From an optimization exercise on the open Yosys and OpenROAD flow, aimed at small area, a short achievable clock period and few clock cycles per item; shortcuts taken in it are not production practice.
RTL that was checked went through simulation tests only; none was proved equivalent to the original.
Power and IR drop assume default switching activity.

==> flow/design.v (excerpt) <==
module frame_extractor (
    input  wire        clk,
    input  wire        rst,
    input  wire        start,
    input  wire [23:0] cfg_raw_len,
    input  wire [31:0] cfg_start_off,
    input  wire [15:0] cfg_payload_len,
    input  wire [31:0] cfg_expected_len,
    output wire        busy,
    input  wire        in_valid,
    output wire        in_ready,
    input  wire [31:0] in_data,
    output reg         out_valid,
    output reg  [31:0] out_data,
    output reg  [2:0]  out_count,
    output wire        done,
    output wire        res_ok,
    output wire [23:0] res_len
);
    reg        busy_q;
    reg        busy_o;        
    reg        rdy_q;
    reg        done_q;
    reg        res_ok_q;
    reg [15:0] plen_q;
    reg        exp_hi_q;      
    reg        skip_inf_q;    
    reg [23:0] rem_q;         
    reg [31:0] wbuf;          
    reg        wv_q;          
    reg [2:0]  wn_q;          
    reg        cs_q;
    reg        copy_q;
    reg [23:0] r_q;           
  ...
export LEC_CHECK = 0
export CAP_MARGIN = 20
export CORE_MARGIN = 2
export CORE_UTILIZATION = 40
export PLACE_DENSITY = 0.6
export SLEW_MARGIN = 20
create_clock -name core_clock -period 10.0 [get_ports {clk}]
standard.sh (not shown) runs the stock make flow with config.mk's settings and CLKGATE_MAP_FILE= SYNTH_SCRIPT=/design/flow/synth_recipe.tcl, a recipe that flattens the netlist after the stock synthesis.
==> flow/flow/run.sh <==
#!/bin/bash
# Standard ORFS flow (the standard.sh), with smaller port buffers, a
# leaner clock tree and timing repair aimed below the clock period. Each
# tool's full log stays under orfs/logs; make's own output goes to
# flow_make.log.
set -euo pipefail
bash standard.sh \
  "BUFFER_PORTS_ARGS=-buffer_cell sky130_fd_sc_hd__buf_1" \
  "CTS_ARGS=-sink_clustering_enable -repair_clock_nets -buf_list sky130_fd_sc_hd__clkbuf_8 -dont_use_dummy_load" \
  SETUP_SLACK_MARGIN=6.5 \
  finish > flow_make.log 2>&1
==> next run, changes <==
--- a/flow/flow/run.sh
+++ b/flow/flow/run.sh
@@ -9,3 +9,3 @@
   "CTS_ARGS=-sink_clustering_enable -repair_clock_nets -buf_list sky130_fd_sc_hd__clkbuf_8 -dont_use_dummy_load" \
-  SETUP_SLACK_MARGIN=6.5 \
+  SETUP_SLACK_MARGIN=6.0 \
   finish > flow_make.log 2>&1
Die area is unchanged; wire length fell by a few percent; non-clock buffer count fell by 7; final cell count fell slightly; global-route usage fell by 0.67 points; combinational power fell slightly.
Function was not checked in any run of this note: the RTL went through the layout flow alone.


Another version of the RTL of frame_extractor (not shown whole).
Size in the first run: about 1,500 cells after synthesis, about 240 flip-flops, about 200 I/O pins.
export LEC_CHECK = 0
export CAP_MARGIN = 20
export CORE_MARGIN = 2
export CORE_UTILIZATION = 55
export PLACE_DENSITY = 0.7
export SLEW_MARGIN = 20
create_clock -name core_clock -period 10.0 [get_ports {clk}]
==> flow/flow/run.sh <==
#!/bin/bash
# Standard ORFS flow (the standard.sh), with smaller port buffers, a
# leaner clock tree and timing repair aimed below the clock period. Each
# tool's full log stays under orfs/logs; make's own output goes to
# flow_make.log.
set -euo pipefail
bash standard.sh \
  "BUFFER_PORTS_ARGS=-buffer_cell sky130_fd_sc_hd__buf_1" \
  "CTS_ARGS=-sink_clustering_enable -repair_clock_nets -buf_list sky130_fd_sc_hd__clkbuf_8 -dont_use_dummy_load" \
  SETUP_SLACK_MARGIN=6.5 TNS_END_PERCENT=0 \
  finish > flow_make.log 2>&1
Then changed:
--- a/flow/flow/run.sh
+++ b/flow/flow/run.sh
@@ -8,4 +8,4 @@
   "BUFFER_PORTS_ARGS=-buffer_cell sky130_fd_sc_hd__buf_1" \
   "CTS_ARGS=-sink_clustering_enable -repair_clock_nets -buf_list sky130_fd_sc_hd__clkbuf_8 -dont_use_dummy_load" \
-  SETUP_SLACK_MARGIN=6.5 TNS_END_PERCENT=0 \
+  SETUP_SLACK_MARGIN=6.5 \
   finish > flow_make.log 2>&1
CORE_UTILIZATION = 40   (was 55)
PLACE_DENSITY = 0.6   (was 0.7)
After rerunning:
- The changed run ran to the end with no violations
- die area grows by well over a third
- utilization shrinks by 16 points
- count of clock-buffer cells in the layout does not change
Function was not checked in any run of this note: the RTL went through the layout flow alone.


Setup of run 1:
Another version of the RTL of frame_extractor (not shown whole).
For scale: about 1400 cells after synthesis, roughly 230 flip-flops, ~200 I/O pins, ~0.013 sq mm of cells after synthesis.
clock: 10.0 ns
lec_check: 0
cap_margin: 20
core_margin: 2
core_utilization: 40
place_density: 0.6
slew_margin: 20
==> flow/flow/run.sh <==
#!/bin/bash
# Standard ORFS flow (the standard.sh), with smaller port buffers, a
# leaner clock tree and timing repair aimed below the clock period. Each
# tool's full log stays under orfs/logs; make's own output goes to
# flow_make.log.
set -euo pipefail
bash standard.sh \
  "BUFFER_PORTS_ARGS=-buffer_cell sky130_fd_sc_hd__buf_1" \
  "CTS_ARGS=-sink_clustering_enable -repair_clock_nets -buf_list sky130_fd_sc_hd__clkbuf_8 -sink_clustering_size 16 -sink_clustering_max_diameter 70 -dont_use_dummy_load" \
  SETUP_SLACK_MARGIN=6.7 \
  finish > flow_make.log 2>&1
Run 1 finished all stages; the layout is clean.
Testbench counts of run 1, summed over its fixed seeds: cycles 21,210, bytes 81,204.
diff inputs: run 1 => run 2
-- flow/flow/run.sh --
<<< run 1, line 10
  SETUP_SLACK_MARGIN=6.7 \
>>> run 2, line 10
  SETUP_SLACK_MARGIN=6.8 \
[summary]
- ~same total of clock buffers placed in the layout in run 2 and run 1
- Diff run 1 -> run 2: multi-input logic portion of the cell area moved down, via count held, final routed wirelength across all metal layers up 150 um.
- Changes observed in run 2 relative to run 1: share of total power in sequential cells stayed essentially flat, non-clock buffer contribution to total cell area went up, power per cell area saw a decrease, worst-case vdd ir drop decreased by 0.36% relative to the old numbers.
#### Input delta (run 3 over run 2)
-- flow/flow/run.sh --
<<< run 2, line 10
  SETUP_SLACK_MARGIN=6.8 \
>>> run 3, line 10
  SETUP_SLACK_MARGIN=7.0 \
### Flow results
- The final layout from run 2, which completed every stage, passed the timing, design-rule and antenna checks at the end of the flow.
- Run 3 completed; timing, DRC and antenna clean
- When run 3 is measured against run 2, its combinational group power turns out about 7% higher.
- Run 3 vs. run 2: clock power shows a reduction of about 1%, number of non-clock inverters in the layout held steady, critical path's largest stage delay now sits at about the same level.
- In the reports for run 3 and run 2, the smaller flip-flop and latch share of the layout cell area belongs to run 3.
--- input diff run 3..run 4 ---
-- flow/flow/run.sh --
<<< run 3, line 10
  SETUP_SLACK_MARGIN=7.0 \
>>> run 4, line 10
  SETUP_SLACK_MARGIN=6.5 \
==> comparison <==
Run 3 → run 4: register cell area after layout now smaller, growth of design area from synthesis to finish now smaller, clock period minus worst slack now larger, insertion delay to the later sink of the worst-skew pair comparable.
In the tables for run 4 and run 3, number of buffers and inverters on the critical path reads higher with run 4.
Run 4 vs. run 3: final cell count -2.1%, least setup slack across all paths after layout decreased 0.29 ns.
#### Input delta (run 5 over run 4)
-- flow/flow/run.sh --
<<< run 4, line 10
  SETUP_SLACK_MARGIN=6.5 \
>>> run 5, line 10
  SETUP_SLACK_MARGIN=6.9 \
Run 5 finished every step from synthesis to the final layout, and the layout passed the timing, design-rule and antenna checks. Against run 4 as the reference, run 5 delivers a higher relative contribution of combinational cells to total power. Delta(post-synthesis to final-layout area growth, run 5 - run 4) > 0. Row final clock skew: run 5 higher / run 4 lower. Per the comparison of run 5 with run 4, share of total power in the clock network roughly the same; setup slack picked up an extra 0.29 ns. Against run 4, run 5 comes in 0.68 points lower on met3 usage. Compared with run 4, run 5 shows final critical-path share of the clock period lower by 2.9 points. Compared with run 4, in run 5 switching power total has increased; initial detailed-routing violation count -9.4%; post-route standard cell area excluding fillers +about 3.7%; number of cells in the finished layout apart from fillers grew by 1.4%.


P:
Another version of the RTL of frame_extractor (not shown whole).
For scale: roughly 230 flip-flops, about 200 I/O pins, about 0.013 mm² of cells after synthesis.
export LEC_CHECK = 0
export CAP_MARGIN = 20
export CORE_MARGIN = 2
export CORE_UTILIZATION = 40
export PLACE_DENSITY = 0.6
export SLEW_MARGIN = 20
create_clock -name core_clock -period 10.0 [get_ports {clk}]
==> flow/flow/run.sh <==
#!/bin/bash
# Standard ORFS flow (the standard.sh), with smaller port buffers, a
# leaner clock tree and timing repair aimed below the clock period. Each
# tool's full log stays under orfs/logs; make's own output goes to
# flow_make.log.
set -euo pipefail
bash standard.sh \
  "BUFFER_PORTS_ARGS=-buffer_cell sky130_fd_sc_hd__buf_1" \
  "CTS_ARGS=-sink_clustering_enable -repair_clock_nets -buf_list sky130_fd_sc_hd__clkbuf_16 -sink_clustering_size 28 -sink_clustering_max_diameter 70 -dont_use_dummy_load" \
  SETUP_SLACK_MARGIN=6.5 \
  finish > flow_make.log 2>&1
P completed; timing, DRC and antenna clean
Testbench counts of P, summed over its fixed seeds: cycles 21,210, bytes 81,204.
### P -> Q
--- a/flow/flow/run.sh
+++ b/flow/flow/run.sh
@@ -7,5 +7,5 @@
 bash standard.sh \
   "BUFFER_PORTS_ARGS=-buffer_cell sky130_fd_sc_hd__buf_1" \
-  "CTS_ARGS=-sink_clustering_enable -repair_clock_nets -buf_list sky130_fd_sc_hd__clkbuf_16 -sink_clustering_size 28 -sink_clustering_max_diameter 70 -dont_use_dummy_load" \
+  "CTS_ARGS=-sink_clustering_enable -repair_clock_nets -buf_list sky130_fd_sc_hd__clkbuf_8 -sink_clustering_size 16 -sink_clustering_max_diameter 70 -dont_use_dummy_load" \
   SETUP_SLACK_MARGIN=6.5 \
   finish > flow_make.log 2>&1
Going from P to Q, overall power shrinks by about 9%. Summary of the comparison: share of the final layout cell area in sequential cells is higher in Q, relative to P. Side by side, clock power share turned out lower in Q than in P. Re layout-stage area growth over the synthesis result: Q is 1.6 points down on P. Re hold slack: Q is 0.0052 ns down on P. Looking at P and Q, the met1 routing resource usage after global routing is a wash. In the metrics for P and Q, the one carrying the higher net load switching power is P.


## cedar
frame_extractor, a different RTL version from the one above (not shown whole).
Size: roughly 1,400 cells after synthesis, roughly 200 I/O pins, roughly 0.013 sq mm of cells after synthesis.
// frame_extractor
module frame_extractor (
    input  wire        clk,
    input  wire        rst,
    input  wire        start,
    input  wire [23:0] cfg_raw_len,
    input  wire [31:0] cfg_start_off,
    input  wire [15:0] cfg_payload_len,
    input  wire [31:0] cfg_expected_len,
    output wire        busy,
    input  wire        in_valid,
    output wire        in_ready,
    input  wire [31:0] in_data,
    output reg         out_valid,
    output reg  [31:0] out_data,
    output reg  [2:0]  out_count,
    output wire        done,
    output wire        res_ok,
    output wire [23:0] res_len
);
==> flow/config.mk <==
export PLATFORM = sky130hd
export DESIGN_NAME = frame_extractor
export DESIGN_NICKNAME = frame_extractor
export VERILOG_FILES = /design/flow/design.v
export SDC_FILE = /design/flow/constraint.sdc
export NUM_CORES = 4
export LEC_CHECK = 0
export CAP_MARGIN = 20
export CORE_MARGIN = 2
export CORE_UTILIZATION = 40
export PLACE_DENSITY = 0.6
export SLEW_MARGIN = 20
==> flow/constraint.sdc <==
create_clock -name core_clock -period 10.0 [get_ports {clk}]
set_input_delay 2.0000 -clock core_clock [delete_from_list [all_inputs] [get_ports {clk}]]
set_output_delay 2.0000 -clock core_clock [all_outputs]
set_load 0.01 [all_outputs]
==> flow/flow/run.sh <==
#!/bin/bash
# Standard ORFS flow (the standard.sh), with smaller port buffers, a
# leaner clock tree and timing repair aimed below the clock period. Each
# tool's full log stays under orfs/logs; make's own output goes to
# flow_make.log.
set -euo pipefail
bash standard.sh \
  "BUFFER_PORTS_ARGS=-buffer_cell sky130_fd_sc_hd__buf_1" \
  "CTS_ARGS=-sink_clustering_enable -repair_clock_nets -buf_list sky130_fd_sc_hd__clkbuf_8 -dont_use_dummy_load" \
  SETUP_SLACK_MARGIN=7.0 \
  finish > flow_make.log 2>&1
The final layout from cedar, which completed every stage, passed the timing, design-rule and antenna checks at the end of the flow.
Testbench counts of cedar, summed over its fixed seeds: cycles 21,210, bytes 81,204.
Changes in maple relative to cedar:
--- a/flow/flow/run.sh
+++ b/flow/flow/run.sh
@@ -9,3 +9,3 @@
   "CTS_ARGS=-sink_clustering_enable -repair_clock_nets -buf_list sky130_fd_sc_hd__clkbuf_8 -dont_use_dummy_load" \
-  SETUP_SLACK_MARGIN=7.0 \
+  SETUP_SLACK_MARGIN=6.5 \
   finish > flow_make.log 2>&1
## What came out
Post-layout instance count excluding filler cells down 58 in maple wrt cedar. Non-clock inverter count in the final layout came out exactly the same in maple and cedar. maple — number of instances resized during post-cts repair 84% lower, cedar as reference. Total power in maple is 28 uW below cedar. Between maple and cedar, the clock power share figures differ only marginally. Against cedar, maple comes in 0.18 ns higher on final critical delay including setup and external delays. As of maple, met3 wire length had fallen by a few percent compared to cedar.

## afterwards: timing with drivers on the ports
The results above use ideal ports. As a check the final layouts listed here were re-extracted and re-timed, cells and wires unchanged.
Step 1 (the two cells are an assumption about what drives the block):
set clk [get_ports {clk}]
set_driving_cell -lib_cell sky130_fd_sc_hd__clkbuf_16 $clk
set_driving_cell -lib_cell sky130_fd_sc_hd__buf_2 [delete_from_list [all_inputs] $clk]
Step 2 times the ports against the registers' clock, not the clock port: input delays grow and output delays shrink by t, the midpoint of the rising clock arrivals with the driver on.
Three values: no drivers, after step 1, after step 2; two values: the first two.
run	t (ns)	setup WS [ns]	worst hold slack (ns)	worst data-port slew with drivers (ns)
the first run of note 1	0.562	6.206 / 6.206 / 6.206	0.460 / 0.460 / 0.460	0.08
the second run of note 1	0.557	6.085 / 6.085 / 6.085	0.462 / 0.462 / 0.462	0.07
the first run of note 2	0.571	6.527 / 6.515 / 6.527	0.458 / 0.458 / 0.458	0.05
the second run of note 2	0.591	6.602 / 6.602 / 6.602	0.466 / 0.466 / 0.466	0.06
run 1	0.589	6.753 / 6.704 / 6.554	0.472 / 0.472 / 0.472	0.06
run 2	0.591	6.851 / 6.802 / 6.550	0.468 / 0.468 / 0.468	0.06
run 3	0.582	6.900 / 6.850 / 6.544	0.460 / 0.460 / 0.460	0.07
run 4	0.591	6.608 / 6.608 / 6.557	0.470 / 0.470 / 0.470	0.06
run 5	0.598	6.896 / 6.845 / 6.587	0.463 / 0.463 / 0.463	0.06
P	0.549	6.688 / 6.688 / 6.573	0.471 / 0.471 / 0.471	0.06
Q	0.572	6.649 / 6.649 / 6.564	0.466 / 0.466 / 0.466	0.06
cedar	0.559	6.790 / 6.790 / 6.790	0.463 / 0.463 / 0.463	0.06
maple	0.562	6.605 / 6.566 / 6.605	0.470 / 0.470 / 0.470	0.06
After both steps setup and hold are still met in every run listed. For run 3, which loses most, drivers alone change the setup slack by -0.050 ns; drivers and shift together by -0.356 ns.
